Background: an optimization exercise with open tools, aiming at small area. Do not read the settings as production practice. Only simulation tests tie the RTL to the original design; equivalence was not proved. Power is estimated from default activity; no workload was simulated.

===== flow/config.mk =====
export PLATFORM = sky130hd
export DESIGN_NAME = vam_engine
export DESIGN_NICKNAME = vam_engine
export VERILOG_FILES = /design/flow/design.v
export SDC_FILE = /design/flow/constraint.sdc
export NUM_CORES = 4
export LEC_CHECK = 0
export CAP_MARGIN = 10
export CORE_MARGIN = 2
export CORE_UTILIZATION = 55
export CTS_BUF_LIST = sky130_fd_sc_hd__clkbuf_16
export CTS_CLUSTER_DIAMETER = 90
export CTS_CLUSTER_SIZE = 28
export PLACE_DENSITY = 0.7
export SLEW_MARGIN = 10

===== flow/design.v =====
module vam_rx_fifo (
    input  wire       clk,
    input  wire       rst_n,
    input  wire       clear,
    input  wire       push,
    input  wire [7:0] push_data,
    input  wire       pop,
    output wire       empty,
    output wire [7:0] head
);
    reg [63:0] mem;                    
    reg [3:0]  rd_ptr;
    reg [3:0]  wr_ptr;
    wire full    = (wr_ptr == {~rd_ptr[3], rd_ptr[2:0]});
    wire do_push = push && !full;
    assign empty = (wr_ptr == rd_ptr);
    assign head  = mem[8*rd_ptr[2:0] +: 8];
    integer i;
    always @(posedge clk) begin
        for (i = 0; i < 8; i = i + 1)
            if (do_push && !clear && wr_ptr[2:0] == i)
                mem[8*i +: 8] <= push_data;
    end
    always @(posedge clk) begin
        if (!rst_n || clear) begin
            rd_ptr <= 4'd0;
            wr_ptr <= 4'd0;
        end else begin
            if (do_push)
                wr_ptr <= wr_ptr + 4'd1;
            if (pop && !empty)
                rd_ptr <= rd_ptr + 4'd1;
        end
    end
endmodule
module vam_framer (
    input  wire        clk,
    input  wire        rst_n,
    input  wire        start,
    input  wire [7:0]  len,
    input  wire [7:0]  b1,
    input  wire [7:0]  b2,
    output reg         done,
    output reg  [1:0]  err,
    input  wire        stream_open,
    input  wire        timed_out,
    output wire        tmr_clr,
    output wire        tx_valid,
    output wire [7:0]  tx_data,
    input  wire        tx_ready,
    input  wire        tx_err,
    input  wire        tx_busy,
    input  wire        fifo_empty,
    output wire        fifo_pop,
    output reg  [7:0]  rx_left
);
    localparam F_IDLE  = 3'd0;
    localparam F_TX0   = 3'd1;
    localparam F_TX1   = 3'd2;
    localparam F_TX2   = 3'd3;
    localparam F_FLUSH = 3'd4;
    localparam F_RX    = 3'd5;
    reg [2:0] state;
    wire in_rx  = (state == F_RX);
    wire in_fl  = (state == F_FLUSH);
    assign tx_valid = !state[2] && (state[1:0] != 2'd0);
    assign tx_data  = state[1] ? (state[0] ? 8'h0D : b2) : b1;
    assign fifo_pop = in_rx && !fifo_empty;
    assign tmr_clr  = fifo_pop || (in_fl && !tx_busy);
    always @(posedge clk) begin
        if (!rst_n) begin
            state <= F_IDLE;
            done  <= 1'b0;
        end else begin
            done <= 1'b0;
            case (state)
                F_IDLE: begin
                    if (start) begin
                        rx_left <= len;
                        if (!stream_open) begin
                            done <= 1'b1;
                            err  <= 2'd3;
                        end else
                            state <= F_TX0;
                    end
                end
                F_FLUSH: begin
                    if (!tx_busy) begin
                        if (rx_left == 8'd0) begin
                            done  <= 1'b1;
                            err   <= 2'd0;
                            state <= F_IDLE;
                        end else
                            state <= F_RX;
                    end
                end
                F_RX: begin
                    if (!fifo_empty) begin
                        rx_left <= rx_left - 8'd1;
                        if (rx_left == 8'd1) begin
                            done  <= 1'b1;
                            err   <= 2'd0;
                            state <= F_IDLE;
                        end
                    end else if (timed_out) begin
                        done  <= 1'b1;
                        err   <= 2'd1;
                        state <= F_IDLE;
                    end
                end
                default: begin    
                    if (tx_ready) begin
                        if (tx_err) begin
                            done  <= 1'b1;
                            err   <= 2'd2;
                            state <= F_IDLE;
                        end else if (state == F_TX2)
                            state <= F_FLUSH;
                        else
                            state <= state + 3'd1;
                    end
                end
            endcase
        end
    end
endmodule
module vam_text_decode (
    input  wire [7:0] b,
    input  wire       empty,    
    output wire       keep,
    output wire       mark
);
    wire ws   = (b == 8'h20) || (b >= 8'h09 && b <= 8'h0D);
    wire nz   = (b != 8'h00);
    assign mark = nz && !ws;
    assign keep = nz && !(empty && ws);
endmodule
module vam_engine (
    input  wire        clk,
    input  wire        rst_n,         
    input  wire        host_wr,
    input  wire [11:0] host_addr,
    input  wire [31:0] host_wdata,
    output reg  [31:0] host_rdata,
    input  wire        tick_ms,
    output wire        tx_valid,
    output wire [7:0]  tx_data,
    input  wire        tx_ready,
    input  wire        tx_err,
    input  wire        tx_busy,
    input  wire        rx_valid,
    input  wire [7:0]  rx_data,
    output wire        open_req,
    input  wire        open_ack,
    input  wire [1:0]  open_status
);
    localparam ERR_NONE       = 4'd0;
    localparam ERR_ALREADY    = 4'd8;
    localparam ERR_ILLEGAL    = 4'd9;
    localparam RSN_OK         = 4'd0;
    localparam RSN_TRANSPORT  = 4'd1;
    localparam RSN_EXPIRED    = 4'd2;
    localparam RSN_VERIFY     = 4'd3;
    localparam RSN_NOTCONF    = 4'd4;
    localparam RSN_REFUSED    = 4'd5;
    localparam OP_OPEN        = 4'h1;
    localparam OP_CLOSE       = 4'h2;
    localparam OP_SEND_CMD    = 4'h3;
    localparam OP_SEND_CMDS   = 4'h4;
    localparam OP_READ_WORD   = 4'h6;
    localparam OP_DETECT_ID   = 4'h7;
    localparam S_IDLE       = 4'd0;
    localparam S_DISPATCH   = 4'd1;
    localparam S_OPEN_WAIT  = 4'd2;
    localparam S_SC_ISSUE   = 4'd3;
    localparam S_SC_WAIT    = 4'd4;
    localparam S_EXEC       = 4'd5;
    localparam S_SEND_WAIT  = 4'd6;
    localparam S_RDSEL_WAIT = 4'd7;
    localparam S_RDDAT_WAIT = 4'd8;
    localparam S_SLEEP      = 4'd9;
    localparam S_POLL_CHK   = 4'd10;
    localparam S_POLL_SLP   = 4'd11;
    localparam S_FIN        = 4'd12;
    localparam K_SEND   = 4'd0;   
    localparam K_READ   = 4'd1;   
    localparam K_READU  = 4'd3;   
    localparam K_READID = 4'd4;   
    localparam K_POLL   = 4'd5;   
    localparam K_SLEEP  = 4'd6;   
    localparam K_TESTZ  = 4'd7;   
    localparam K_TESTNZ = 4'd8;   
    localparam K_SKIPNP = 4'd9;   
    localparam K_GOTO   = 4'd10;  
    localparam K_PASS   = 4'd11;  
    localparam A_FAIL = 2'd0;     
    localparam A_CONT = 2'd1;     
    localparam A_FTW  = 2'd2;     
    reg [31:0]  opreq;                 
    reg         st_done, st_reject;
    reg         stream_open;
    reg [31:0]  cfg_baud, cfg_timeout, cfg_port;
    reg         baud_w, timeout_w, port_w;
    reg [255:0] cmd_reg;               
    reg [7:0]   cmd_w;
    reg         resp_v, id_v, rd_v, fail_valid;
    reg [10:0]  resp_len;
    reg [255:0] resp;
    reg [3:0]   state;
    reg [6:0]   pc;
    reg         ftw;
    reg [31:0]  stream_timeout;
    reg [31:0]  t_wait;                
    reg         rd_poll;
    reg [255:0] resp_stage;
    reg [10:0]  resp_cnt;
    wire [7:0]  rd_lsb = resp_stage[8*8 +: 8];
    wire [7:0]  rd_msb = resp_stage[8*9 +: 8];
    wire [2:0]  txt_k  = resp_cnt[10:8];
    wire [31:0] t_poll = resp_stage[8*24 +: 32];
    reg [2:0]   sc_idx;
    reg [2:0]   fin_reason;            
    reg [3:0]   fin_err;
    wire        fin_pass = (fin_reason == 3'd0);
    wire [3:0]  op      = opreq[3:0];
    wire        st_busy = (state != S_IDLE);
    reg [3:0] u_kind;
    reg [7:0] u_a, u_b;
    reg [1:0] u_act;
    reg [6:0] u_tgt;
    localparam P_FB = 8'b10_1_0_1;    
    localparam P_FT = 8'b10_1_1_1;    
    localparam P_RF = 8'b01_0_1_1;    
    localparam P_RS = 8'b11_0_1_1;    
    localparam P_RT = 8'b00_0_1_1;    
    always @(*) begin
        u_kind = K_PASS; u_a = 8'h00; u_b = 8'h00; u_act = A_FAIL; u_tgt = 7'd0;
        case (pc)
            7'd0:  begin u_kind = K_SEND;   u_a = 8'hFF; u_b = 8'hFF; end
            7'd1:  begin u_kind = K_SEND;   u_a = 8'hFF; u_b = 8'hFF; end
            7'd2:  begin u_kind = K_SEND;   u_a = 8'hFF; u_b = 8'hFF; end
            7'd3:  begin u_kind = K_PASS; end
            7'd4:  begin u_kind = K_READ;   u_a = opreq[15:8]; u_b = {7'd0, opreq[4]}; end
            7'd5:  begin u_kind = K_PASS; end
            7'd6:  begin u_kind = K_READID; u_a = 8'h6A; u_b = 8'd0; end
            7'd7:  begin u_kind = K_READID; u_a = 8'h6C; u_b = 8'd1; end
            7'd8:  begin u_kind = K_READID; u_a = 8'h6E; u_b = 8'd2; end
            7'd9:  begin u_kind = K_READID; u_a = 8'h70; u_b = 8'd3; end
            7'd10: begin u_kind = K_READID; u_a = 8'h74; u_b = 8'd4; end
            7'd11: begin u_kind = K_READID; u_a = 8'h76; u_b = 8'd5; end
            7'd12: begin u_kind = K_READID; u_a = 8'h78; u_b = 8'd6; end
            7'd13: begin u_kind = K_READID; u_a = 8'h7A; u_b = 8'd7; end
            7'd14: begin u_kind = K_SEND;   u_a = 8'hFE; u_b = 8'h00; u_act = A_CONT; end
            7'd15: begin u_kind = K_PASS; end
            7'd16: begin u_kind = K_SEND;   u_a = 8'hFF; u_b = 8'hFF; end
            7'd17: begin u_kind = K_SEND;   u_a = 8'hFF; u_b = 8'hFF; end
            7'd18: begin u_kind = K_SEND;   u_a = 8'hFF; u_b = 8'hFF; end
            7'd19: begin u_kind = K_SLEEP;  u_b = 8'd1; end
            7'd20: begin u_kind = K_SEND;   u_a = 8'hFE; u_b = 8'h01; end
            7'd21: begin u_kind = K_SEND;   u_a = 8'h88; u_b = 8'h03; end
            7'd22: begin u_kind = K_PASS; end
            7'd23: begin u_kind = K_SEND;   u_a = 8'hFE; u_b = 8'h01; end
            7'd24: begin u_kind = K_SEND;   u_a = 8'h8A; u_b = 8'h08; end
            7'd25: begin u_kind = K_POLL;   u_a = 8'h0A; u_b = P_FB; end
            7'd26: begin u_kind = K_READ;   u_a = 8'h04; u_b = 8'h00; end
            7'd27: begin u_kind = K_TESTZ;  u_a = 8'h01; u_b = 8'h00; end
            7'd28: begin u_kind = K_PASS; end
            7'd29: begin u_kind = K_SEND;   u_a = 8'hFE; u_b = 8'h01; end
            7'd30: begin u_kind = K_SEND;   u_a = 8'h83; u_b = 8'h08; end
            7'd31: begin u_kind = K_POLL;   u_a = 8'h02; u_b = P_FT; end
            7'd32: begin u_kind = K_READ;   u_a = 8'h04; u_b = 8'h00; end
            7'd33: begin u_kind = K_TESTZ;  u_a = 8'h04; u_b = 8'h00; end
            7'd34: begin u_kind = K_POLL;   u_a = 8'h0A; u_b = P_RF; u_act = A_CONT; end
            7'd35: begin u_kind = K_PASS; end
            7'd36: begin u_kind = K_POLL;   u_a = 8'h0A; u_b = P_RT; end
            7'd37: begin u_kind = K_PASS; end
            7'd38: begin u_kind = K_SEND;   u_a = 8'hFE; u_b = 8'h01; end
            7'd39: begin u_kind = K_SEND;   u_a = 8'h8A; u_b = 8'h80; end
            7'd40: begin u_kind = K_POLL;   u_a = 8'h0A; u_b = P_RS; end
            7'd41: begin u_kind = K_PASS; end
            7'd42: begin u_kind = K_SEND;   u_a = 8'hFE; u_b = 8'h00; end
            7'd43: begin u_kind = K_SEND;   u_a = 8'h83; u_b = 8'h02; end
            7'd44: begin u_kind = K_SLEEP;  u_b = 8'd0; end
            7'd45: begin u_kind = K_READU;  u_a = 8'h02; end
            7'd46: begin u_kind = K_TESTNZ; u_a = 8'h00; u_b = 8'h04; end
            7'd47: begin u_kind = K_SEND;   u_a = 8'hFE; u_b = 8'h01; end
            7'd48: begin u_kind = K_SEND;   u_a = 8'h88; u_b = 8'h00; end
            7'd49: begin u_kind = K_SKIPNP; u_tgt = 7'd55; end
            7'd50: begin u_kind = K_SEND;   u_a = 8'hFE; u_b = 8'h01; end
            7'd51: begin u_kind = K_SEND;   u_a = 8'h8A; u_b = 8'h08; end
            7'd52: begin u_kind = K_POLL;   u_a = 8'h0A; u_b = P_FB; end
            7'd53: begin u_kind = K_READ;   u_a = 8'h04; u_b = 8'h00; end
            7'd54: begin u_kind = K_TESTZ;  u_a = 8'h01; u_b = 8'h00; end
            7'd55: begin u_kind = K_SEND;   u_a = 8'hFE; u_b = 8'h00; u_act = A_CONT; end
            7'd56: begin u_kind = K_PASS; end
            7'd57: begin u_kind = K_SKIPNP; u_tgt = 7'd72; end
            7'd58: begin u_kind = K_SEND;   u_a = 8'hFE; u_b = 8'h00; end
            7'd59: begin u_kind = K_SEND;   u_a = 8'h83; u_b = 8'h02; end
            7'd60: begin u_kind = K_SLEEP;  u_b = 8'd0; end
            7'd61: begin u_kind = K_READU;  u_a = 8'h02; end
            7'd62: begin u_kind = K_TESTNZ; u_a = 8'h00; u_b = 8'h04; end
            7'd63: begin u_kind = K_SEND;   u_a = 8'hFE; u_b = 8'h01; end
            7'd64: begin u_kind = K_SEND;   u_a = 8'h88; u_b = 8'h00; end
            7'd65: begin u_kind = K_SEND;   u_a = 8'hFE; u_b = 8'h01; end
            7'd66: begin u_kind = K_SEND;   u_a = 8'h8A; u_b = 8'h08; end
            7'd67: begin u_kind = K_POLL;   u_a = 8'h0A; u_b = P_FB; end
            7'd68: begin u_kind = K_READ;   u_a = 8'h04; u_b = 8'h00; end
            7'd69: begin u_kind = K_TESTZ;  u_a = 8'h01; u_b = 8'h00; end
            7'd70: begin u_kind = K_SEND;   u_a = 8'hFE; u_b = 8'h00; u_act = A_CONT; end
            7'd71: begin u_kind = K_GOTO;   u_tgt = 7'd73; end
            7'd72: begin u_kind = K_SEND;   u_a = 8'hFE; u_b = 8'h00; end
            7'd73: begin u_kind = K_SEND;   u_a = 8'hFF; u_b = 8'hFF; end
            7'd74: begin u_kind = K_SEND;   u_a = 8'hFF; u_b = 8'hFF; end
            7'd75: begin u_kind = K_SEND;   u_a = 8'hFF; u_b = 8'hFF; end
            7'd76: begin u_kind = K_SLEEP;  u_b = 8'd1; end
            7'd77: begin u_kind = K_SEND;   u_a = 8'hFE; u_b = 8'h01; u_act = A_FTW; u_tgt = 7'd83; end
            7'd78: begin u_kind = K_SEND;   u_a = 8'h83; u_b = 8'h08; u_act = A_FTW; u_tgt = 7'd83; end
            7'd79: begin u_kind = K_POLL;   u_a = 8'h02; u_b = P_FT;  u_act = A_FTW; u_tgt = 7'd83; end
            7'd80: begin u_kind = K_READ;   u_a = 8'h04; u_b = 8'h00; u_act = A_FTW; u_tgt = 7'd83; end
            7'd81: begin u_kind = K_TESTZ;  u_a = 8'h04; u_b = 8'h00; u_act = A_FTW; u_tgt = 7'd83; end
            7'd82: begin u_kind = K_POLL;   u_a = 8'h0A; u_b = P_RF;  u_act = A_CONT; end
            7'd83: begin u_kind = K_SEND;   u_a = 8'hFE; u_b = 8'h01; end
            7'd84: begin u_kind = K_SEND;   u_a = 8'h8A; u_b = 8'h80; end
            7'd85: begin u_kind = K_POLL;   u_a = 8'h0A; u_b = P_RS; end
            7'd86: begin u_kind = K_SLEEP;  u_b = 8'd2; end
            7'd87: begin u_kind = K_PASS; end
            7'd88: begin u_kind = K_SEND;   u_a = 8'hFF; u_b = 8'hFF; end
            7'd89: begin u_kind = K_SEND;   u_a = 8'hFF; u_b = 8'hFF; end
            7'd90: begin u_kind = K_SEND;   u_a = 8'hFF; u_b = 8'hFF; end
            7'd91: begin u_kind = K_SLEEP;  u_b = 8'd1; end
            7'd92: begin u_kind = K_SEND;   u_a = 8'hFE; u_b = 8'h01; end
            7'd93: begin u_kind = K_SEND;   u_a = 8'h88; u_b = 8'h03; end
            7'd94: begin u_kind = K_SEND;   u_a = 8'hFE; u_b = 8'h01; end
            7'd95: begin u_kind = K_SEND;   u_a = 8'h8A; u_b = 8'h08; end
            7'd96: begin u_kind = K_POLL;   u_a = 8'h0A; u_b = P_FB; end
            7'd97: begin u_kind = K_READ;   u_a = 8'h04; u_b = 8'h00; end
            7'd98: begin u_kind = K_TESTZ;  u_a = 8'h01; u_b = 8'h00; end
            7'd99: begin u_kind = K_PASS; end
            default: begin u_kind = K_PASS; end
        endcase
    end
    reg [6:0] entry_pc;
    always @(*) begin
        case (op)
            4'h5:    entry_pc = 7'd0;
            4'h6:    entry_pc = 7'd4;
            4'h7:    entry_pc = 7'd6;
            4'h8:    entry_pc = 7'd16;
            4'h9:    entry_pc = 7'd23;
            4'hA:    entry_pc = 7'd29;
            4'hB:    entry_pc = 7'd36;
            4'hC:    entry_pc = 7'd38;
            4'hD:    entry_pc = 7'd42;
            4'hE:    entry_pc = 7'd57;
            4'hF:    entry_pc = 7'd88;
            default: entry_pc = {3'd0, op};    
        endcase
    end
    wire       r_win   = (u_kind == K_READID) ? 1'b1 : u_b[0];
    wire       is_read = (u_kind == K_READ) || (u_kind == K_READID);
    wire [15:0] p_mask     = u_b[1] ? 16'h0400 : 16'h0008;
    wire [31:0] p_interval = u_b[2] ? 32'd100 : 32'd50;
    reg  [31:0] p_bound;
    always @(*) begin
        case (u_b[4:3])
            2'd0:    p_bound = {16'd0, opreq[31:16]};
            2'd1:    p_bound = 32'd2000;
            2'd2:    p_bound = 32'd5000;
            default: p_bound = 32'd7000;
        endcase
    end
    reg [31:0] s_dur;
    always @(*) begin
        case (u_b[1:0])
            2'd0:    s_dur = 32'd50;
            2'd1:    s_dur = 32'd100;
            default: s_dur = 32'd800;
        endcase
    end
    wire poll_expired = (t_poll >= p_bound);
    wire wait_over    = (t_wait == 32'd0);
    wire timed_out    = wait_over || (stream_timeout == 32'd0);
    reg        fr_start;
    reg [7:0]  fr_len, fr_b1, fr_b2;
    wire       fr_done;
    wire [1:0] fr_e;
    wire       fr_ok  = (fr_e == 2'd0);
    wire [3:0] fr_err = {1'b0, !fr_ok, fr_e[1], fr_e == 2'd3};
    wire       fr_tmr_clr;
    wire [7:0] rx_left;
    wire       fifo_empty, fifo_pop;
    wire [7:0] fifo_head;
    wire open_ok = (state == S_OPEN_WAIT) && open_ack && (open_status == 2'd0);
    assign open_req = (state == S_OPEN_WAIT);
    vam_rx_fifo u_fifo (
        .clk       (clk),
        .rst_n     (rst_n),
        .clear     (open_ok),
        .push      (rx_valid && stream_open),
        .push_data (rx_data),
        .pop       (fifo_pop),
        .empty     (fifo_empty),
        .head      (fifo_head)
    );
    vam_framer u_framer (
        .clk         (clk),
        .rst_n       (rst_n),
        .start       (fr_start),
        .len         (fr_len),
        .b1          (fr_b1),
        .b2          (fr_b2),
        .done        (fr_done),
        .err         (fr_e),
        .stream_open (stream_open),
        .timed_out   (timed_out),
        .tmr_clr     (fr_tmr_clr),
        .tx_valid    (tx_valid),
        .tx_data     (tx_data),
        .tx_ready    (tx_ready),
        .tx_err      (tx_err),
        .tx_busy     (tx_busy),
        .fifo_empty  (fifo_empty),
        .fifo_pop    (fifo_pop),
        .rx_left     (rx_left)
    );
    reg  [23:0] sc_cmd;
    integer     n;
    always @(*) begin
        sc_cmd = 24'd0;
        for (n = 0; n < 8; n = n + 1)
            if (sc_idx == n && cmd_w[n])
                sc_cmd = sc_cmd | cmd_reg[32*n +: 24];
    end
    wire        is_sc1  = (op == OP_SEND_CMD);
    wire [7:0]  sc_len  = is_sc1 ? opreq[31:24] : sc_cmd[23:16];
    wire [7:0]  sc_b1   = is_sc1 ? opreq[15:8]  : sc_cmd[15:8];
    wire [7:0]  sc_b2   = is_sc1 ? opreq[23:16] : sc_cmd[7:0];
    wire [2:0]  sc_last = is_sc1 ? 3'd0 : opreq[10:8] - 3'd1;
    always @(*) begin
        if (state == S_SC_ISSUE)
            fr_len = sc_len;
        else if (state == S_RDSEL_WAIT || (state == S_EXEC && u_kind == K_READU))
            fr_len = 8'd4;
        else
            fr_len = 8'd0;
    end
    wire st_sc    = (state == S_SC_WAIT);
    wire st_rdsel = (state == S_RDSEL_WAIT);
    wire st_rddat = (state == S_RDDAT_WAIT);
    always @(*) begin
        fr_b1 = st_sc ? sc_b1 : st_rdsel ? 8'hFE : u_a;
        fr_b2 = st_sc ? sc_b2 : st_rdsel ? {7'd0, r_win} : st_rddat ? 8'h00 : u_b;
    end
    always @(*) begin
        case (state)
            S_SC_ISSUE:   fr_start = 1'b1;
            S_EXEC:       fr_start = (u_kind == K_SEND) || is_read || (u_kind == K_READU);
            S_POLL_CHK:   fr_start = !poll_expired;
            S_RDSEL_WAIT: fr_start = fr_done && fr_ok;
            default:      fr_start = 1'b0;
        endcase
    end
    wire [15:0] rd_word  = {rd_msb, rd_lsb};
    wire [15:0] t_mask   = {u_b, u_a};
    reg        ev_next;       
    reg        ev_fail;       
    reg [3:0]  ev_reason, ev_err;
    always @(*) begin
        ev_next   = 1'b0;
        ev_fail   = 1'b0;
        ev_reason = RSN_OK;
        ev_err    = ERR_NONE;
        case (state)
            S_EXEC: begin
                if (u_kind == K_TESTZ) begin
                    if ((rd_word & t_mask) != 16'd0) begin
                        ev_fail = 1'b1; ev_reason = RSN_VERIFY;
                    end else
                        ev_next = 1'b1;
                end else if (u_kind == K_TESTNZ) begin
                    if ((rd_word & t_mask) == 16'd0) begin
                        ev_fail = 1'b1; ev_reason = RSN_NOTCONF;
                    end else
                        ev_next = 1'b1;
                end
            end
            S_SEND_WAIT: begin
                if (fr_done) begin
                    if (!fr_ok) begin
                        ev_fail = 1'b1; ev_reason = RSN_TRANSPORT; ev_err = fr_err;
                    end else
                        ev_next = 1'b1;
                end
            end
            S_RDSEL_WAIT: begin
                if (fr_done && !fr_ok && !rd_poll) begin
                    ev_fail = 1'b1; ev_reason = RSN_TRANSPORT; ev_err = fr_err;
                end
            end
            S_RDDAT_WAIT: begin
                if (fr_done) begin
                    if (rd_poll) begin
                        if (fr_ok && (rd_word & p_mask) == 16'd0)
                            ev_next = 1'b1;
                    end else if (!fr_ok) begin
                        ev_fail = 1'b1; ev_reason = RSN_TRANSPORT; ev_err = fr_err;
                    end else
                        ev_next = 1'b1;
                end
            end
            S_SLEEP: begin
                if (wait_over)
                    ev_next = 1'b1;
            end
            S_POLL_CHK: begin
                if (poll_expired) begin
                    ev_fail = 1'b1; ev_reason = RSN_EXPIRED;
                end
            end
            default: ;
        endcase
    end
    wire sc_byte = fifo_pop && st_sc;
    wire rd_byte = fifo_pop && !st_sc;
    wire txt_in  = fifo_pop && st_rddat && (u_kind == K_READID) &&
                   (rx_left == 8'd2 || rx_left == 8'd1);
    wire txt_keep, txt_mark;
    wire [7:0] stg_wd = (txt_in && rx_left[0]) ? rd_msb : fifo_head;
    vam_text_decode u_dec (
        .b     (stg_wd),
        .empty (txt_k == 3'd0),
        .keep  (txt_keep),
        .mark  (txt_mark)
    );
    wire [4:0] txt_pos = {u_b[2], 1'b0, txt_k};
    reg [31:0] stg_we;
    integer    m;
    always @(*) begin
        for (m = 0; m < 32; m = m + 1)
            stg_we[m] = (sc_byte && resp_cnt[10:5] == 6'd0 && resp_cnt[4:0] == m) ||
                        (txt_in && txt_keep && txt_pos == m);
        stg_we[8] = stg_we[8] || (rd_byte && rx_left == 8'd2);
        stg_we[9] = stg_we[9] || (rd_byte && rx_left == 8'd3);
    end
    wire host_is_opreq = (host_addr[11:2] == 10'h000);
    wire op_illegal    = (op == 4'h0) || (opreq[7:5] != 3'd0) ||
                         ((op == OP_SEND_CMDS) && (opreq[15:8] > 8'd8));
    wire poll_clr   = (state == S_EXEC) && (u_kind == K_POLL);
    wire sleep_ld   = (state == S_EXEC) && (u_kind == K_SLEEP);
    wire pslp_ld    = (st_rdsel && fr_done && !fr_ok && rd_poll) ||
                      (st_rddat && fr_done && rd_poll && !ev_next);
    wire [31:0] wait_ld = fr_tmr_clr ? stream_timeout : sleep_ld ? s_dur : p_interval;
    wire [31:0] tp_base = poll_clr ? 32'd0 : t_poll;
    wire [31:0] tw_base = (fr_tmr_clr || sleep_ld || pslp_ld) ? wait_ld : t_wait;
    reg  [32:0] tp_c, tw_b;
    reg  [31:0] tp_nx, tw_nx;
    integer     i;
    always @(*) begin
        tp_c[0] = tick_ms;
        tw_b[0] = tick_ms;
        for (i = 0; i < 32; i = i + 1) begin
            tp_nx[i]   = tp_base[i] ^ tp_c[i];
            tp_c[i+1]  = tp_c[i] & tp_base[i];
            tw_nx[i]   = tw_base[i] ^ tw_b[i];
            tw_b[i+1]  = tw_b[i] & !tw_base[i];
        end
    end
    always @(posedge clk) begin
        t_wait <= tw_nx;
    end
    wire fin_now = (state == S_FIN);
    wire is_sc   = (op == OP_SEND_CMD) || (op == OP_SEND_CMDS);
    integer k;
    always @(posedge clk) begin
        if (state == S_IDLE && host_wr && host_is_opreq)
            opreq <= host_wdata;
        if (host_wr && !st_busy) begin
            case (host_addr[11:2])
                10'h004: cfg_baud    <= host_wdata;
                10'h005: cfg_timeout <= host_wdata;
                10'h006: cfg_port    <= host_wdata;
                default: ;
            endcase
            for (k = 0; k < 8; k = k + 1)
                if (host_addr[11:2] == 10'h008 + k)
                    cmd_reg[32*k +: 32] <= host_wdata;
        end
        if (open_ok)
            stream_timeout <= timeout_w ? cfg_timeout : 32'd3000;
        for (k = 0; k < 32; k = k + 1)
            if (stg_we[k])
                resp_stage[8*k +: 8] <= stg_wd;
        if (!st_sc && state != S_SC_ISSUE)
            resp_stage[8*24 +: 32] <= tp_nx;
        if (fin_now) begin
            if (fin_err[2])
                resp_len <= {3'd0, is_sc ? sc_b1 : u_a};    
            if (fin_pass && (is_sc || op == OP_DETECT_ID))
                resp_len <= resp_cnt;
            if (fin_pass && (is_sc || op == OP_DETECT_ID || op == OP_READ_WORD))
                resp <= resp_stage;
        end
    end
    always @(posedge clk) begin
        if (!rst_n) begin
            st_done     <= 1'b0;
            stream_open <= 1'b0;
            rd_v        <= 1'b0;
            fail_valid  <= 1'b0;
            baud_w      <= 1'b0;
            timeout_w   <= 1'b0;
            port_w      <= 1'b0;
            resp_v      <= 1'b0;
            cmd_w       <= 8'd0;
            id_v        <= 1'b0;
            state       <= S_IDLE;
        end else begin
            if (host_wr && !st_busy) begin
                case (host_addr[11:2])
                    10'h004: baud_w    <= 1'b1;
                    10'h005: timeout_w <= 1'b1;
                    10'h006: port_w    <= 1'b1;
                    default: ;
                endcase
                for (k = 0; k < 8; k = k + 1)
                    if (host_addr[11:2] == 10'h008 + k)
                        cmd_w[k] <= 1'b1;
            end
            if (ev_fail)
                state <= (u_act == A_FAIL) ? S_FIN : S_EXEC;
            else if (ev_next)
                state <= S_EXEC;
            case (state)
                S_IDLE: begin
                    if (host_wr && host_is_opreq) begin
                        st_done   <= 1'b0;
                        state     <= S_DISPATCH;
                    end
                end
                S_DISPATCH: begin
                    if (op_illegal)
                        state <= S_FIN;
                    else begin
                        case (op)
                            OP_OPEN:      state <= stream_open ? S_FIN : S_OPEN_WAIT;
                            OP_CLOSE: begin
                                stream_open <= 1'b0;
                                state       <= S_FIN;
                            end
                            OP_SEND_CMD:  state <= S_SC_ISSUE;
                            OP_SEND_CMDS: state <= (opreq[15:8] == 8'd0) ? S_FIN : S_SC_ISSUE;
                            default:      state <= S_EXEC;
                        endcase
                    end
                end
                S_OPEN_WAIT: begin
                    if (open_ack) begin
                        if (open_status == 2'd0)
                            stream_open <= 1'b1;
                        state <= S_FIN;
                    end
                end
                S_SC_ISSUE: state <= S_SC_WAIT;
                S_SC_WAIT: begin
                    if (fr_done)
                        state <= (!fr_ok || sc_idx == sc_last) ? S_FIN : S_SC_ISSUE;
                end
                S_EXEC: begin
                    case (u_kind)
                        K_SEND:           state <= S_SEND_WAIT;
                        K_READ, K_READID: state <= S_RDSEL_WAIT;
                        K_READU:          state <= S_RDDAT_WAIT;
                        K_POLL:           state <= S_POLL_CHK;
                        K_SLEEP:          state <= S_SLEEP;
                        K_PASS:           state <= S_FIN;
                        default: ;
                    endcase
                end
                S_RDSEL_WAIT: begin
                    if (fr_done) begin
                        if (fr_ok)
                            state <= S_RDDAT_WAIT;
                        else if (rd_poll)
                            state <= S_POLL_SLP;
                    end
                end
                S_RDDAT_WAIT: begin
                    if (fr_done && rd_poll && !ev_next)
                        state <= S_POLL_SLP;
                end
                S_POLL_CHK: begin
                    if (!poll_expired)
                        state <= S_RDSEL_WAIT;
                end
                S_POLL_SLP: begin
                    if (wait_over)
                        state <= S_POLL_CHK;
                end
                S_FIN: begin
                    st_done    <= 1'b1;
                    fail_valid <= fin_err[2];
                    rd_v       <= fin_pass && (op == OP_READ_WORD);
                    resp_v     <= fin_pass && is_sc;
                    id_v       <= fin_pass && (op == OP_DETECT_ID);
                    state      <= S_IDLE;
                end
                default: ;
            endcase
        end
    end
    wire opreq_wr = host_wr && host_is_opreq;
    always @(posedge clk)
        st_reject <= rst_n && ((opreq_wr && st_busy) || (st_reject && !opreq_wr));
    always @(posedge clk) begin
        case (state)
            S_DISPATCH: begin
                ftw        <= 1'b0;
                resp_cnt   <= 11'd0;
                sc_idx     <= 3'd0;
                fin_reason <= RSN_OK;
                fin_err    <= ERR_NONE;
                if (op_illegal) begin
                    fin_reason <= RSN_REFUSED;
                    fin_err    <= ERR_ILLEGAL;
                end else if (op == OP_OPEN && stream_open) begin
                    fin_reason <= RSN_TRANSPORT;
                    fin_err    <= ERR_ALREADY;
                end
                pc <= entry_pc;
            end
            S_OPEN_WAIT: begin
                if (open_ack && open_status != 2'd0) begin
                    fin_reason <= RSN_TRANSPORT;
                    fin_err    <= {2'b00, open_status};
                end
            end
            S_SC_WAIT: begin
                if (fr_done) begin
                    if (!fr_ok) begin
                        fin_reason <= RSN_TRANSPORT;
                        fin_err    <= fr_err;
                    end else
                        sc_idx <= sc_idx + 3'd1;
                end
            end
            S_EXEC: begin
                case (u_kind)
                    K_READ, K_READID, K_READU: rd_poll <= 1'b0;
                    K_SKIPNP: pc <= opreq[4] ? pc + 7'd1 : u_tgt;
                    K_GOTO:   pc <= u_tgt;
                    default: ;
                endcase
            end
            S_POLL_CHK: begin
                if (!poll_expired)
                    rd_poll <= 1'b1;
            end
            default: ;
        endcase
        if (sc_byte)
            resp_cnt <= resp_cnt + 11'd1;
        if (state == S_EXEC && u_kind == K_READID && u_b[2:0] == 3'd4)
            resp_cnt[10:8] <= 3'd0;
        if (txt_in && txt_keep) begin
            resp_cnt[10:8] <= txt_k + 3'd1;
            if (txt_mark) begin
                if (u_b[2]) resp_cnt[7:4] <= {1'b0, txt_k} + 4'd1;
                else        resp_cnt[3:0] <= {1'b0, txt_k} + 4'd1;
            end
        end
        if (ev_fail) begin
            if (u_act == A_CONT)
                pc <= pc + 7'd1;
            else if (u_act == A_FTW) begin
                ftw <= 1'b1;
                pc  <= u_tgt;
            end else begin
                fin_reason <= ev_reason;
                fin_err    <= ev_err;
            end
        end else if (ev_next)
            pc <= pc + 7'd1;
    end
    wire        started   = st_done || st_busy;
    wire        st_valid  = fin_pass && (op == OP_READ_WORD || op == OP_DETECT_ID);
    wire [31:0] status_word = {12'd0, started ? op : 4'd0,
                               1'b0, st_done ? fin_reason : 3'd0,
                               st_done ? fin_err : 4'd0,
                               1'b0, st_reject, st_done && ftw, stream_open,
                               st_done && st_valid, st_done && fin_pass, st_done, st_busy};
    wire [3:0]  raw_len   = resp_len[3:0];
    wire [3:0]  ser_len   = resp_len[7:4];
    wire        alias_hit = id_v && (raw_len == 4'd8) && (resp[63:0] == 64'h3031_4456_3234_3341);
    wire [3:0]  prod_len  = alias_hit ? 4'd9 : raw_len;
    wire        a_lo   = !host_addr[11];
    wire [8:0]  ia     = host_addr[10:2];
    wire        a_resp = host_addr[11] && (host_addr[10:5] == 6'd0);
    wire        a_rd   = a_lo && (ia == 9'h002);
    wire        a_raw  = a_lo && (ia[8:1] == 8'h0A);                      
    wire        a_prod = a_lo && (ia[8:1] == 8'h0C);                      
    wire        a_pr2  = a_lo && (ia == 9'h01A);                          
    wire        a_ser  = a_lo && (ia[8:1] == 8'h0E);                      
    wire [2:0]  w      = {host_addr[4] && !a_raw, host_addr[3:2]};
    reg  [3:0]  lane;
    integer     j;
    always @(*) begin
        for (j = 0; j < 4; j = j + 1)
            lane[j] = (a_resp && resp_v && ({host_addr[4:2], j[1:0]} < resp_len)) ||
                      (id_v && (a_raw || (a_prod && !alias_hit)) && ({host_addr[2], j[1:0]} < raw_len)) ||
                      (id_v && a_ser && ({host_addr[2], j[1:0]} < ser_len)) ||
                      (a_rd && rd_v && j < 2);
    end
    reg  [31:0] word_rd;
    reg         bsel;
    integer     b;
    always @(*) begin
        word_rd = 32'd0;
        for (b = 0; b < 32; b = b + 1) begin
            bsel = (w == b[4:2]) && lane[b[1:0]];
            word_rd[8*b[1:0] +: 8] = word_rd[8*b[1:0] +: 8] | (resp[8*b +: 8] & {8{bsel}});
        end
    end
    wire [31:0] alias_rd = !alias_hit ? 32'd0 :
                           a_pr2 ? 32'h0000_0031 :
                           !a_prod ? 32'd0 :
                           host_addr[2] ? 32'h5256_3234 : 32'h3541_2D4D;
    wire [8:0]  ia_hot_lo = a_lo ? (9'd1 << ia[3:0]) & {9{ia[8:4] == 5'd0}} : 9'd0;
    wire        s_opreq = ia_hot_lo[0] && started;
    wire        s_stat  = ia_hot_lo[1];
    wire        s_fail  = ia_hot_lo[3] && fail_valid;
    wire        s_baud  = ia_hot_lo[4];
    wire        s_tmo   = ia_hot_lo[5];
    wire        s_port  = ia_hot_lo[6] && port_w;
    wire        s_rlen  = ia_hot_lo[7] && resp_v;
    wire        s_lens  = a_lo && (ia == 9'h010) && id_v;
    wire        s_cmdw  = a_lo && (ia[8:3] == 6'd1);
    reg  [31:0] reg_rd;
    always @(*) begin
        reg_rd = ({32{s_opreq}} & opreq) |
                 ({32{s_stat}} & status_word) |
                 ({32{s_fail}} & {23'd1, resp_len[7:0]}) |
                 ({32{s_baud}} & (baud_w ? cfg_baud : 32'd460800)) |
                 ({32{s_tmo}} & (timeout_w ? cfg_timeout : 32'd3000)) |
                 ({32{s_port}} & cfg_port) |
                 ({32{s_rlen}} & {21'd0, resp_len}) |
                 ({32{s_lens}} & {12'd0, ser_len, 4'd0, prod_len, 4'd0, raw_len});
        for (j = 0; j < 8; j = j + 1)
            reg_rd = reg_rd | ({32{s_cmdw && ia[2:0] == j && cmd_w[j]}} & cmd_reg[32*j +: 32]);
    end
    always @(*) host_rdata = reg_rd | word_rd | alias_rd;
endmodule

===== flow/flow/run.sh =====
#!/bin/bash
# Layout flow: the standard one, with changes that only affect how the
# layout is built:
#  - synthesis is the standard script, except that the final ABC
#    technology mapping of the combinational logic uses an area-oriented
#    script (flow/abc_area.script) instead of the delay-oriented one, and
#    adders are left to ABC rather than extracted as half/full adder cells
#    first; the registers (dfflibmap) and their names are untouched;
#  - port buffers are buf_1 cells instead of clkdlybuf4s50_1;
#  - clock tree synthesis inserts no dummy load cells.
set -euo pipefail
here=$(pwd)
cat > my_synth.tcl <<TCL
proc synth {args} { yosys synth -nofsm -noshare {*}\$args }
proc abc {args} {
  set out {}
  set skip 0
  foreach a \$args {
    if {\$skip} { set skip 0; continue }
    if {\$a eq "-script" || \$a eq "-D"} { set skip 1; continue }
    lappend out \$a
  }
  lappend out -script $here/flow/abc_area.script
  yosys abc {*}\$out
}
TCL
echo 'proc extract_fa {args} { }' >> my_synth.tcl
tail -n +2 synth_recipe.tcl >> my_synth.tcl
export BUFFER_PORTS_ARGS="-buffer_cell sky130_fd_sc_hd__buf_1"
cts_args="-sink_clustering_enable -repair_clock_nets -sink_clustering_size 28"
cts_args="$cts_args -sink_clustering_max_diameter 90 -buf_list sky130_fd_sc_hd__clkbuf_16"
cts_args="$cts_args -dont_use_dummy_load"
bash standard.sh SYNTH_SCRIPT=$here/my_synth.tcl "CTS_ARGS=$cts_args" finish > standard.log 2>&1

===== flow/flow/abc_area.script =====
strash
&get -n
&st
&dc2
&syn2
&dc2
&dch -f
&nf -R 1000
&put
strash
&get -n
&st
&dc2
&syn2
&dc2
&dch -f
&nf -R 1000
&put

===== flow/constraint.sdc =====
create_clock -name core_clock -period 15.0 [get_ports {clk}]
set_input_delay 3.0000 -clock core_clock [delete_from_list [all_inputs] [get_ports {clk}]]
set_output_delay 3.0000 -clock core_clock [all_outputs]
set_load 0.01 [all_outputs]

===== flow/standard.sh =====
#!/bin/bash
# synth_recipe.tcl (not shown) runs the flow's synth.tcl, then flattens the netlist and writes it again
# the make line also repeats each setting of config.mk as NAME=value (left out here)
make -C /OpenROAD-flow-scripts/flow DESIGN_CONFIG=/design/flow/config.mk WORK_HOME=/design/flow/orfs CLKGATE_MAP_FILE= SYNTH_SCRIPT=/design/flow/synth_recipe.tcl "${@:-finish}"

==> results of run 1 <==
-- cell type report --
cell class	count	area (sq um)	area share
inverter	43	161	0.00334
multi-input combinational	1916	12300	0.254
antenna	3	7.51	0.000155
sequential	1109	32400	0.670
timing repair buffer	179	958	0.0198
tap	1060	1330	0.0274
clock buffer	49	1230	0.0253
-- logic make-up after synthesis --
logic type,after synthesis
DFF,1109
and+or+nand+nor,981
adders and majority gates,3
muxes,26
buffers and inverters,43
AOI/OAI and AO/OA,850
xor gates and xnor gates,56
-- final timing paths --
check	to	cells after the start	from
setup / recovery	t_wait[31]	41	pc[1]
hold / removal	resp[112]	0	resp_stage[112]
setup reg to reg	t_wait[31]	41	pc[1]
hold reg to reg	resp[112]	0	resp_stage[112]
-- placed cells by master, fill, tap and decap left out, types with 32 or more instances in the layout --
cell type / n
a22oi_1: 121
nor3_1: 75
nand3_1: 133
and3_1: 56
nand2_1: 224
o21ai_0: 97
buf_1: 102
edfxtp_1: 1020
clkinv_1: 42
dfxtp_1: 89
buf_4: 76
and2_0: 53
nand2b_1: 48
clkbuf_16: 49
a21oi_1: 169
xor2_1: 36
nor2b_1: 32
nor2_1: 213
a222oi_1: 156
a221oi_1: 70
-- power groups by stage --
| stage | registers, W | clock network (W) | logic, W |
|---|---|---|---|
| 4_1_cts | 0.00367 | 0.00149 | 0.00110 |
| 5_1_grt | 0.00369 | 0.00158 | 0.00122 |
| 6_report | 0.00368 | 0.00148 | 0.00114 |
| 2_1_floorplan | 0.00366 | 0 | 0.000697 |
| 3_3_place_gp | 0.00373 | 0 | 0.00108 |
| 3_5_place_dp | 0.00373 | 0 | 0.00109 |
-- layer usage --
metal / share of wire / up-vias
met1: 0.37 / 15754
met3: 0.13 / 352
met5: 0.00011 / -
met4: 0.050 / 2
li1: - / 13135
met2: 0.45 / 2493
-- worst max-delay path: cells and delay by family (launching register included) --
family | cells | cell delay (ns)
xor gates and xnor gates | 1 | 0.12
buffers and inverters | 1 | 0.27
and+or+nand+nor | 34 | 7.66
AOI/OAI and AO/OA | 5 | 2.66
DFF | 1 | 0.55
-- metrics by stage --
| step | cell area (sq um) | setup WS, ns | hold slack [ns] | instances |
|---|---|---|---|---|
| finish | 48400 | 3.69 | 0.346 | 4359 |
| global route | 48400 | 2.90 | 0.352 | 4356 |
| CTS | 48400 | 3.90 | 0.347 | 4355 |
| detailed placement | 47100 | 3.87 | 0.405 | 4306 |
| global placement | 47100 | 4.11 | 0.400 | 4306 |
| floorplan | 44700 | 3.99 | 0.400 | 3068 |
==> results.yml, run 1 <==
power:
  p_int_w: 0.00444
  max-vdd-ir-drop_mv: 0.0954
  clockPowerShare: 0.235
  p_sw_frac: 0.295
  pwr-share-seq: 0.584
  power.total_w: 0.00630
  powerDensity_nw_per_um2: 130
  switching_power_w: 0.00186
  pwr-share-comb: 0.181
  p_leak_nw: 15.0
placed_design:
  dp_hpwl_um: 101000
  place_congestion: 0.997
  numPortBuffers: 102
route:
  dr_total_vias: 31736
  drt_first_pass_iters: 14
  drt-vias-per-instance: 7.28
  wl_per_cell_um: 33.7
  ant_nets: 0
  drt_first_iter_violations: 5868
  drt-total-wl_um: 147000
  detail_route.drc_violations: 0
logic_synthesis:
  yosys-top-cells-area: "edfxtp_1 (69%), dfxtp_1 (4.0%), a222oi_1 (3.5%)"
  synth_edf_count: 1020
  synth_common_cells: "edfxtp_1 (1020), nand2_1 (225), nor2_1 (224)"
  synth_top_family_by_area: "compound AO/OA/AOI/OAI gates"
  synthAdderAreaFrac: 0.000672
  seq_area_frac_synth: 0.726
  synth_fp_nets: 3131
  synth-compound-area-share: 0.140
  synth_top_flop_cell: "edfxtp_1"
  synth-simple-area-share: 0.108
  syn_avg_cell_area_sq_um: 14.6
  synth_area_leader_cell: "edfxtp_1"
  synthMuxAreaShare: 0.0104
  syn_inst: 3068
  synth_area_sq_um: 44700
  yosysWarnings: 3
  synth_most_common_cell: "edfxtp_1"
  async_flop_share: 0
  synth_xor_area_frac: 0.0110
  synth_cell_types: 64
  netlist.area_leader.share: 0.686
  ys_ff_latch: 1109
clock_tree:
  clock_path_buffers: 3
  htree_num_levels: 2
  cts_buffers: 49
  cts-root-buf: "clkbuf_16"
  post-cts-setup-buffers: 0
  cts_resized: 0
  hold_buffers: 0
  tritoncts: "yes"
  clk_pin_slew_ns: 0.10
  clock_latency_ns: 0.72
  clock_sinks: 1109
grt:
  grt_pass1_wl_um: 208000
  grt_overflow: 0
  grt.total_usage: 0.348
  antenna_found_initial: 3
  grt_max_degree: 79
  grt_util_met2: 0.529
  grt.met1_usage: 0.495
  grt_pass1_vias: 29435
  use_met3: 0.0691
  busiest_layer: "met2"
die:
  die_x_um: 289
  start_util: 0.555
  dieArea_sq_um: 83500
  fp.dieH_um: 289
  ios: 105
  coreArea_sq_um: 80400
  rows: 104
setup_path:
  critPathKind: "flop to flop"
  cp-start-kind: "flop"
  crit_path_max_fanout: 36
  cp.arrival_ns: 11.92
  end_kind: "flop"
  cp_slowest_cell: "a32oi_1"
  path_common_cell: "nand2b_1"
  cp.required_ns: 15.60
  regToRegSetupSlack_ns: 3.69
  max_stage_delay_ns: 0.86
timing:
  post-route-min-period_ns: 11.31
  period_share: 0.754
  tightest_slew_ns: 1.23
  fmax_ghz: 0.0884
  fin_setup_tns_ns: 0
  hold_viol: 0
  rsz0062_at_grt: "false"
  slew_viol_final: 0
  clock_skew_ns: 0.146
  maxSlewHeadroom: 0.183
  finalSetupViolCount: 0
job:
  cap_violations: 0
layout:
  num-nets-final: 3361
  fill_cells: 6194
  drive_above_1_share: 0.0525
  syn2layout_area_growth_pct: 8.33
  postLayoutCoreUtil: 0.602
min_path:
  hold_class: "flop to flop"
outcome:
  run_status: "no timing/DRC/antenna violations"
==> inputs of run 2 (changes only) <==
--- a/flow/config.mk
+++ b/flow/config.mk
@@ -13,2 +13,3 @@
 export CTS_CLUSTER_SIZE = 28
+export GPL_TIMING_DRIVEN = 0
 export PLACE_DENSITY = 0.7
==> run 2 against run 1 <==
Still clean on timing, DRC and antenna; wire length grew 0.92%; clock skew shrank 0.037 ns; design area grew 1.2%; flip-flop and latch count is the same; total power shrank 0.11%; combinational power is essentially flat; non-clock buffer count shrank 8; critical path type unchanged; critical endpoint unchanged; largest cell class unchanged; largest power group unchanged.
==> results.yml, run 2 <==
grt:
  grt.total_usage: 0.350
  grt_overflow: 0
  antenna_found_initial: 5
  grt_max_degree: 68
  grt_pass1_wl_um: 209000
  grt_pass1_vias: 29504
logic_synthesis:
  synth_area_leader_cell: "edfxtp_1"
  yosys-top-cells-area: "edfxtp_1 (69%), dfxtp_1 (4.0%), a222oi_1 (3.5%)"
  synth_common_cells: "edfxtp_1 (1020), nand2_1 (225), nor2_1 (224)"
  ys_ff_latch: 1109
  async_flop_share: 0
  syn_inst: 3068
  synth_most_common_cell: "edfxtp_1"
  synth_cell_types: 64
  netlist.area_leader.share: 0.686
  seq_area_frac_synth: 0.726
  yosysWarnings: 3
  syn_avg_cell_area_sq_um: 14.6
  synth_area_sq_um: 44700
  synth_fp_nets: 3131
  synth_edf_count: 1020
  synth_top_flop_cell: "edfxtp_1"
layout:
  multi_input_area_sq_um: 12400
  fill_cells: 6078
  seq_area_sq_um: 32400
  drive_above_1_share: 0.0581
  mostFrequentLayoutCells: "edfxtp_1 (1020), nand2_1 (224), nor2_1 (212)"
  diodes: 0
  syn2layout_area_growth_pct: 9.61
  num-nets-final: 3352
  final_common_cell: "edfxtp_1"
  postLayoutCoreUtil: 0.609
  stdcell_area_sq_um: 48900
  final_cells: 4347
clock_tree:
  htree_num_levels: 2
  cts-root-buf: "clkbuf_16"
  cts_buffers: 48
  clock_latency_ns: 0.65
  post-cts-setup-buffers: 0
  hold_buffers: 0
  clock_sinks: 1109
  tritoncts: "yes"
  cts_resized: 0
  clock_path_buffers: 3
  clk_pin_slew_ns: 0.12
die:
  start_util: 0.555
  die_x_um: 289
  dieArea_sq_um: 83500
  fp.dieH_um: 289
  coreArea_sq_um: 80400
  rows: 104
  ios: 105
timing:
  rsz0062_at_grt: "false"
  setup_slack_ns: 3.20
  hold_viol: 0
  slew_viol_final: 0
  period_share: 0.787
  post-route-min-period_ns: 11.80
  clock_skew_ns: 0.109
  fmax_ghz: 0.0848
  tightest_slew_ns: 1.33
  maxSlewHeadroom: 0.111
  finalSetupViolCount: 0
power:
  power.total_w: 0.00629
  powerDensity_nw_per_um2: 129
  pwr-share-comb: 0.182
  p_leak_nw: 15.1
  p_sw_frac: 0.296
  switching_power_w: 0.00186
  p_int_w: 0.00443
  max-vdd-ir-drop_mv: 0.0893
  pwr-share-seq: 0.585
  clockPowerShare: 0.233
route:
  drt-vias-per-instance: 7.30
  dr_total_vias: 31730
  wl_per_cell_um: 34.1
  drt_first_pass_iters: 8
  detail_route.drc_violations: 0
  ant_nets: 0
  drt-total-wl_um: 148000
  drt_first_iter_violations: 6136
placed_design:
  dpl_cell_area_sq_um: 47700
  place_congestion: 0.982
  numPortBuffers: 102
  placed_cells: 4298
  dp_hpwl_um: 106000
  preCtsSetupSlack_ns: 3.47
setup_path:
  max_stage_delay_ns: 0.90
  regToRegSetupSlack_ns: 3.20
  end_kind: "flop"
  critPathKind: "flop to flop"
  crit_start: "pc[1]"
  cp_slowest_cell: "a32oi_1"
  reg2reg_from: "pc[1]"
  cp-start-kind: "flop"
  cp.required_ns: 15.59
  path_common_cell: "nand2b_1"
  crit_path_max_fanout: 20
  crit_end: "t_wait[31]"
  r2r_cells: 42
  cp.arrival_ns: 12.39
  regToRegEndpoint: "t_wait[31]"
outcome:
  run_status: "no timing/DRC/antenna violations"
min_path:
  hold_class: "flop to flop"
job:
  cap_violations: 0
## run 2: changes by cell type in the layout (fill, tap and decap cells not counted), sizes merged
| cell | previous run | this run |
|---|---|---|
| buf | 178 | 170 |
| clkbuf | 50 | 49 |
| clkinv | 42 | 41 |
| diode | 3 | 0 |
| inv | 1 | 2 |
## run 2: layout make-up
type                       count  share of cell area
multi-input combinational   1916               0.253
clock buffer                  48              0.0245
sequential                  1109               0.662
tap                         1060              0.0271
inverter                      43             0.00332
timing repair buffer         171              0.0301
## run 2: cells by family (layout without fill, tap and decap cells)
family | count (synthesis) | after routing | share of synthesized area
xor+xnor | 56 | 56 | 0.0110
fa+ha+maj | 3 | 3 | 0.000673
simple gates | 981 | 981 | 0.108
compound gates | 850 | 850 | 0.140
mux | 26 | 26 | 0.0104
buf+inv | 43 | 262 | 0.00361
flops | 1109 | 1109 | 0.726
## run 2: power groups by stage
stage | combinational, W | sequential (W) | clock (W)
global route | 0.00123 | 0.00369 | 0.00157
CTS | 0.00111 | 0.00367 | 0.00147
floorplan | 0.000697 | 0.00366 | 0
detailed placement | 0.00110 | 0.00374 | 0
finish | 0.00115 | 0.00368 | 0.00147
global placement | 0.00108 | 0.00373 | 0
## run 2: how the worst min path moves through the flow
| stage | from | end | slack [ns] | depth (start not counted) |
|---|---|---|---|---|
| 2_1_floorplan | resp_stage[0] | resp[0] | 0.40 | 0 |
| 3_3_place_gp | resp_stage[107] | resp[107] | 0.40 | 0 |
| 3_5_place_dp | resp_stage[104] | resp[104] | 0.40 | 0 |
| 4_1_cts | resp_stage[112] | resp[112] | 0.39 | 0 |
| 5_1_grt | resp_stage[112] | resp[112] | 0.41 | 0 |
| 6_report | resp_stage[138] | resp[138] | 0.41 | 0 |
## run 2: critical path: cells and delay by family (launching register included)
family          cells  cell delay [ns]
buf+inv             2             0.38
flops               1             0.54
xor+xnor            1             0.12
compound gates      5             2.77
simple gates       34             7.96
## run 2: per-stage QoR
step           hold slack, ns  setup TNS (ns)
6_report                0.410               0
5_1_grt                 0.409               0
4_1_cts                 0.395               0
3_5_place_dp            0.405               0
3_3_place_gp            0.400           -3.77
2_1_floorplan           0.400               0
## run 2: routing by layer
metal | global-route usage | share of wire | vias up
met5 | 0 | 0.000088 | -
met4 | 0.167 | 0.057 | 2
met3 | 0.0746 | 0.13 | 385
met2 | 0.519 | 0.44 | 2456
met1 | 0.499 | 0.37 | 15792
li1 | - | - | 13095
==> inputs of run 3 (changes only) <==
--- a/flow/config.mk
+++ b/flow/config.mk
@@ -9,3 +9,3 @@
 export CORE_MARGIN = 2
-export CORE_UTILIZATION = 55
+export CORE_UTILIZATION = 65
 export CTS_BUF_LIST = sky130_fd_sc_hd__clkbuf_16
@@ -13,4 +13,3 @@
 export CTS_CLUSTER_SIZE = 28
-export GPL_TIMING_DRIVEN = 0
-export PLACE_DENSITY = 0.7
+export PLACE_DENSITY = 0.78
 export SLEW_MARGIN = 10
==> run 3 against run 2 <==
Total power about the same; design area down 1.7%; highest routed layer unchanged; clock power about the same.
==> results.yml, run 3 <==
logic_synthesis:
  synth_area_sq_um: 44700
  synth_edf_count: 1020
  synth-compound-area-share: 0.140
  syn_inst: 3068
  netlist.area_leader.share: 0.686
  syn_avg_cell_area_sq_um: 14.6
  synth_area_leader_cell: "edfxtp_1"
  yosysWarnings: 3
  synth_most_common_cell: "edfxtp_1"
  seq_area_frac_synth: 0.726
  synth_top_flop_cell: "edfxtp_1"
  synth_top_family_by_area: "compound AO/OA/AOI/OAI gates"
  async_flop_share: 0
  synthAdderAreaFrac: 0.000672
  synth_common_cells: "edfxtp_1 (1020), nand2_1 (225), nor2_1 (224)"
  synth_xor_area_frac: 0.0110
  ys_ff_latch: 1109
  synth_cell_types: 64
  yosys-top-cells-area: "edfxtp_1 (69%), dfxtp_1 (4.0%), a222oi_1 (3.5%)"
  synth-simple-area-share: 0.108
  synthMuxAreaShare: 0.0104
  synth_fp_nets: 3131
timing:
  clock_skew_ns: 0.0906
  hold_viol: 0
  tightest_slew_ns: 1.36
  post-route-min-period_ns: 11.34
  setup_slack_ns: 3.66
  timing.hold.ws_ns: 0.405
  rsz0062_at_grt: "false"
  fin_setup_tns_ns: 0
  period_share: 0.756
  fmax_ghz: 0.0882
  slew_viol_final: 0
  maxSlewHeadroom: 0.0924
  finalSetupViolCount: 0
die:
  coreArea_sq_um: 68300
  dieArea_sq_um: 70800
  die_x_um: 266
  fp.dieH_um: 266
  rows: 96
  ios: 105
  start_util: 0.653
min_path:
  hold_depth: 0
  hold_class: "flop to flop"
layout:
  drive_above_1_share: 0.0510
  mostFrequentLayoutCells: "edfxtp_1 (1020), nand2_1 (224), nor2_1 (213)"
  final_common_cell: "edfxtp_1"
  num-nets-final: 3356
  fill_cells: 4384
  syn2layout_area_growth_pct: 7.71
route:
  drt_first_iter_violations: 7222
  drt-vias-per-instance: 7.77
  detail_route.drc_violations: 0
  drt-total-wl_um: 148000
  dr_total_vias: 32454
  wl_per_cell_um: 35.4
  ant_nets: 0
  drt_first_pass_iters: 10
setup_path:
  cp.required_ns: 15.56
  cp-start-kind: "flop"
  critical-path-top-delay-family: "simple AND/OR/NAND/NOR gates"
  worstSetupPathDepth: 41
  end_kind: "flop"
  critPathBufInv: 1
  max_stage_delay_ns: 0.73
  critPathKind: "flop to flop"
  path_common_cell: "nand2b_1"
  cp.arrival_ns: 11.89
  crit_path_max_fanout: 36
  cp_slowest_cell: "a311oi_1"
  r2r_cells: 41
outcome:
  run_status: "no timing/DRC/antenna violations"
power:
  switching_power_w: 0.00186
  power.total_w: 0.00629
  pwr-share-comb: 0.185
  powerDensity_nw_per_um2: 131
  p_sw_frac: 0.295
  max-vdd-ir-drop_mv: 0.111
  clockPowerShare: 0.231
  p_leak_nw: 15.0
  p_int_w: 0.00443
  pwr-share-seq: 0.584
grt:
  grt_overflow: 0
  grt.total_usage: 0.416
  grt_pass1_wl_um: 210000
  antenna_found_initial: 8
  grt_max_degree: 78
  grt_pass1_vias: 30074
clock_tree:
  hold_buffers: 0
  htree_num_levels: 2
  tritoncts: "yes"
  clock_sinks: 1109
  clk_pin_slew_ns: 0.10
  cts-root-buf: "clkbuf_16"
  clock_latency_ns: 0.67
  post-cts-setup-buffers: 0
  cts_buffers: 48
  cts_resized: 0
  clock_path_buffers: 3
job:
  cap_violations: 0
placed_design:
  place_congestion: 1.04
  preCtsSetupSlack_ns: 4.03
  numPortBuffers: 102
  dp_hpwl_um: 100000
-- run 3: cell counts after synthesis --
Identical to the previous run, type by type.
-- run 3: routing by layer --
layer  GRT usage  up-vias  wire length (um)
li1            -    13106                 -
met1       0.581    15721             51000
met2       0.619     3103             65000
met3      0.0996      514             22200
met4       0.216       10              9540
met5           0        -                87
-- run 3: final timing paths --
| kind | start | endpoint | slack (ns) |
|---|---|---|---|
| worst max-delay path | pc[6] | t_wait[31] | 3.66 |
| worst min register to register | resp_stage[228] | resp[228] | 0.40 |
| worst min-delay path | resp_stage[228] | resp[228] | 0.40 |
| worst max register to register | pc[6] | t_wait[31] | 3.66 |
-- run 3: power groups by stage --
stage	Clock, W	Sequential, W	Combinational (W)
floorplan	0	0.00366	0.000697
global placement	0	0.00372	0.00109
detailed placement	0	0.00373	0.00111
finish	0.00145	0.00367	0.00116
CTS	0.00145	0.00366	0.00111
global route	0.00153	0.00368	0.00124
-- run 3: layout make-up --
class                           count  area [sq um]  share of cell area
Antenna cell                        3          7.51            0.000156
Clock buffer                       48          1200              0.0250
Inverter                           43           161             0.00336
Multi-Input combinational cell   1916         12300               0.255
Sequential cell                  1109         32400               0.674
Tap cell                          882          1100              0.0229
Timing Repair Buffer              175           931              0.0194
-- run 3: cells by family after synthesis --
logic type | Yosys count
muxes | 26
buffers and inverters | 43
AOI/OAI and AO/OA | 850
DFF | 1109
adders and majority gates | 3
and+or+nand+nor | 981
xor gates and xnor gates | 56
-- run 3: worst register-to-register path, delay by kind of cell (launching register included) --
kind                      cells  cell delay (ns)
xor gates and xnor gates      1             0.16
buffers and inverters         1             0.29
AOI/OAI and AO/OA             5             2.58
DFF                           1             0.62
and+or+nand+nor              34             7.66
-- run 3: per-stage QoR --
step	area [sq um]	util	std cells
global route	48100	0.704	4173
detailed placement	46900	0.686	4125
global placement	46900	0.686	4125
floorplan	44700	-	3068
CTS	48100	0.704	4173
finish	48100	0.704	4176
==> inputs of run 4 (changes only) <==
--- a/flow/config.mk
+++ b/flow/config.mk
@@ -9,3 +9,3 @@
 export CORE_MARGIN = 2
-export CORE_UTILIZATION = 65
+export CORE_UTILIZATION = 72
 export CTS_BUF_LIST = sky130_fd_sc_hd__clkbuf_16
@@ -13,3 +13,3 @@
 export CTS_CLUSTER_SIZE = 28
-export PLACE_DENSITY = 0.78
+export PLACE_DENSITY = 0.84
 export SLEW_MARGIN = 10
==> run 4 against run 3 <==
The layout now fails its checks (capacitance limit, slew limit); critical endpoint unchanged; synthesized cell count unchanged; fmax decreased by 7.2%; total power increased by 1.3%; critical path type unchanged; register-to-register slack got worse by 0.88 ns.
==> results.yml, run 4 <==
min_path:
  hold_class: "flop to flop"
logic_synthesis:
  yosysWarnings: 3
  synth_edf_count: 1020
  synth_area_sq_um: 44700
  async_flop_share: 0
  ys_ff_latch: 1109
  synth_top_flop_cell: "edfxtp_1"
  syn_avg_cell_area_sq_um: 14.6
  synth_area_leader_cell: "edfxtp_1"
  synth_fp_nets: 3131
  synth_most_common_cell: "edfxtp_1"
  netlist.area_leader.share: 0.686
  syn_inst: 3068
  seq_area_frac_synth: 0.726
  yosys-top-cells-area: "edfxtp_1 (69%), dfxtp_1 (4.0%), a222oi_1 (3.5%)"
  synth_cell_types: 64
  synth_common_cells: "edfxtp_1 (1020), nand2_1 (225), nor2_1 (224)"
setup_path:
  cp.arrival_ns: 12.82
  end_kind: "flop"
  crit_path_max_fanout: 36
  cp_slowest_cell: "a32oi_1"
  cp-start-kind: "flop"
  critPathKind: "flop to flop"
  path_common_cell: "nand2b_1"
  cp.required_ns: 15.59
  critical-path-top-delay-family: "simple AND/OR/NAND/NOR gates"
  max_stage_delay_ns: 0.85
  critPathBufInv: 1
die:
  rows: 91
  fp.dieH_um: 253
  coreArea_sq_um: 61500
  die_x_um: 253
  start_util: 0.726
  dieArea_sq_um: 64000
  ios: 105
route:
  drt_first_iter_violations: 8410
  detail_route.drc_violations: 0
  drt-total-wl_um: 161000
  wl_per_cell_um: 39.3
  ant_nets: 0
  wl_met3_um: 30300
  wl_met2_um: 67900
  drt_first_pass_iters: 13
  drt-vias-per-instance: 8.52
  wl_met1_um: 47300
  dr_total_vias: 34762
  routed.top_layer: "met5"
power:
  max-vdd-ir-drop_mv: 0.155
  switching_power_w: 0.00195
  pwr-share-seq: 0.580
  p_sw_frac: 0.306
  clockPowerShare: 0.232
  powerDensity_nw_per_um2: 133
  p_leak_nw: 14.9
  p_int_w: 0.00442
  pwr-share-comb: 0.189
timing:
  tightest_slew_ns: 1.51
  period_share: 0.815
  fmax_ghz: 0.0818
  clock_skew_ns: 0.120
  post-route-min-period_ns: 12.22
  slew_viol_final: 8
  maxSlewHeadroom: -0.00437
  fin_setup_tns_ns: 0
  hold_viol: 0
  finalSetupViolCount: 0
  rsz0062_at_grt: "false"
layout:
  syn2layout_area_growth_pct: 7.33
  final_common_cell: "edfxtp_1"
  drive_above_1_share: 0.0493
  mostFrequentLayoutCells: "edfxtp_1 (1020), nand2_1 (224), nor2_1 (214)"
  num-nets-final: 3352
  final_cells: 4082
placed_design:
  dp_hpwl_um: 103000
  place_congestion: 1.02
  numPortBuffers: 102
  placed_cells: 4030
grt:
  grt_pass1_wl_um: 228000
  grt_overflow: 0
  grt.total_usage: 0.502
  grt_max_degree: 82
  grt_pass1_vias: 32641
  antenna_found_initial: 8
clock_tree:
  hold_buffers: 0
  cts-root-buf: "clkbuf_16"
  clock_sinks: 1109
  cts_resized: 0
  clk_pin_slew_ns: 0.11
  cts_buffers: 47
  clock_path_buffers: 3
  tritoncts: "yes"
  clock_latency_ns: 0.70
  htree_num_levels: 2
  post-cts-setup-buffers: 0
outcome:
  run_status: "finished with violations"
  check.faults: "capacitance limit, slew limit"
job:
  cap_violations: 1
## run 4: cell types whose count changed in the layout (fill, tap and decap cells not counted), moves of 2 or more
cell / before / now
buf_4: 73 / 70
diode_2: 3 / 5
nor2_4: 10 / 8
o21ai_0: 98 / 96
o21ai_1: 1 / 3
## run 4: area by class of cell
class	instances	area, sq um
Sequential cell	1109	32400
Multi-Input combinational cell	1916	12300
Inverter	43	161
Timing Repair Buffer	172	908
Fill cell	3182	13600
Tap cell	790	988
Clock buffer	47	1180
Antenna cell	5	12.5
## run 4: cell families after synthesis
kind of cell	after synthesis	share of synthesized area
flip-flops	1109	0.726
multiplexers	26	0.0104
AND/OR/NAND/NOR	981	0.108
XOR/XNOR	56	0.0110
AO/OA/AOI/OAI	850	0.140
adder cells (fa/ha/maj)	3	0.000673
buffers and inverters	43	0.00361
## run 4: metal layers
| metal | global-route usage | vias to the layer above |
|---|---|---|
| li1 | - | 13091 |
| met1 | 0.635 | 16013 |
| met2 | 0.740 | 4521 |
| met3 | 0.191 | 1123 |
| met4 | 0.312 | 14 |
| met5 | 0 | - |
## run 4: stage by stage
| stage | hold slack (ns) | power (W) | area (sq um) | util | setup WS, ns |
|---|---|---|---|---|---|
| after floorplan | 0.400 | 0.00436 | 44700 | - | 3.99 |
| after global placement | 0.400 | 0.00481 | 46700 | 0.760 | 4.04 |
| after detailed placement | 0.405 | 0.00485 | 46700 | 0.760 | 3.36 |
| after CTS | 0.389 | 0.00623 | 47900 | 0.779 | 3.31 |
| after global routing | 0.393 | 0.00645 | 47900 | 0.779 | 2.36 |
| final | 0.391 | 0.00637 | 47900 | 0.779 | 2.78 |
## run 4: power groups by stage
stage               combinational [W]  clock [W]  sequential, W
floorplan                    0.000697          0        0.00366
global placement              0.00109          0        0.00372
detailed placement            0.00111          0        0.00373
CTS                           0.00114    0.00143        0.00367
global route                  0.00125    0.00152        0.00369
finish                        0.00120    0.00148        0.00369
## run 4: final timing paths
check	depth (start not counted)	slack, ns	start	end
hold / removal	0	0.39	resp_stage[167]	resp[167]
setup reg to reg	41	2.78	pc[1]	t_wait[31]
setup / recovery	41	2.78	pc[1]	t_wait[31]
hold reg to reg	0	0.39	resp_stage[167]	resp[167]

-- port drivers added, routing unchanged --
How much do the figures lean on ideal ports? The routed layouts below were timed once more, with nothing changed but the port constraints. Step 1: set_driving_cell puts a clkbuf_16 on clk and a buf_2 on each other input, an assumption about the parent block. Step 2 also shifts input and output timing later by t, the mid clock arrival at the registers, as if the neighbouring blocks saw the same clock. Slacks: no drivers / after step 1 / after step 2; pairs: no drivers / after step 1.
run	t, ns	slack for setup (ns)	pins driven straight from the clock port
run 1	0.707	3.685 / 3.685 / 3.685	1
run 2	0.675	3.201 / 3.201 / 3.201	1
run 3	0.690	3.662 / 3.662 / 3.662	1
run 4	0.699	2.779 / 2.779 / 2.779	1
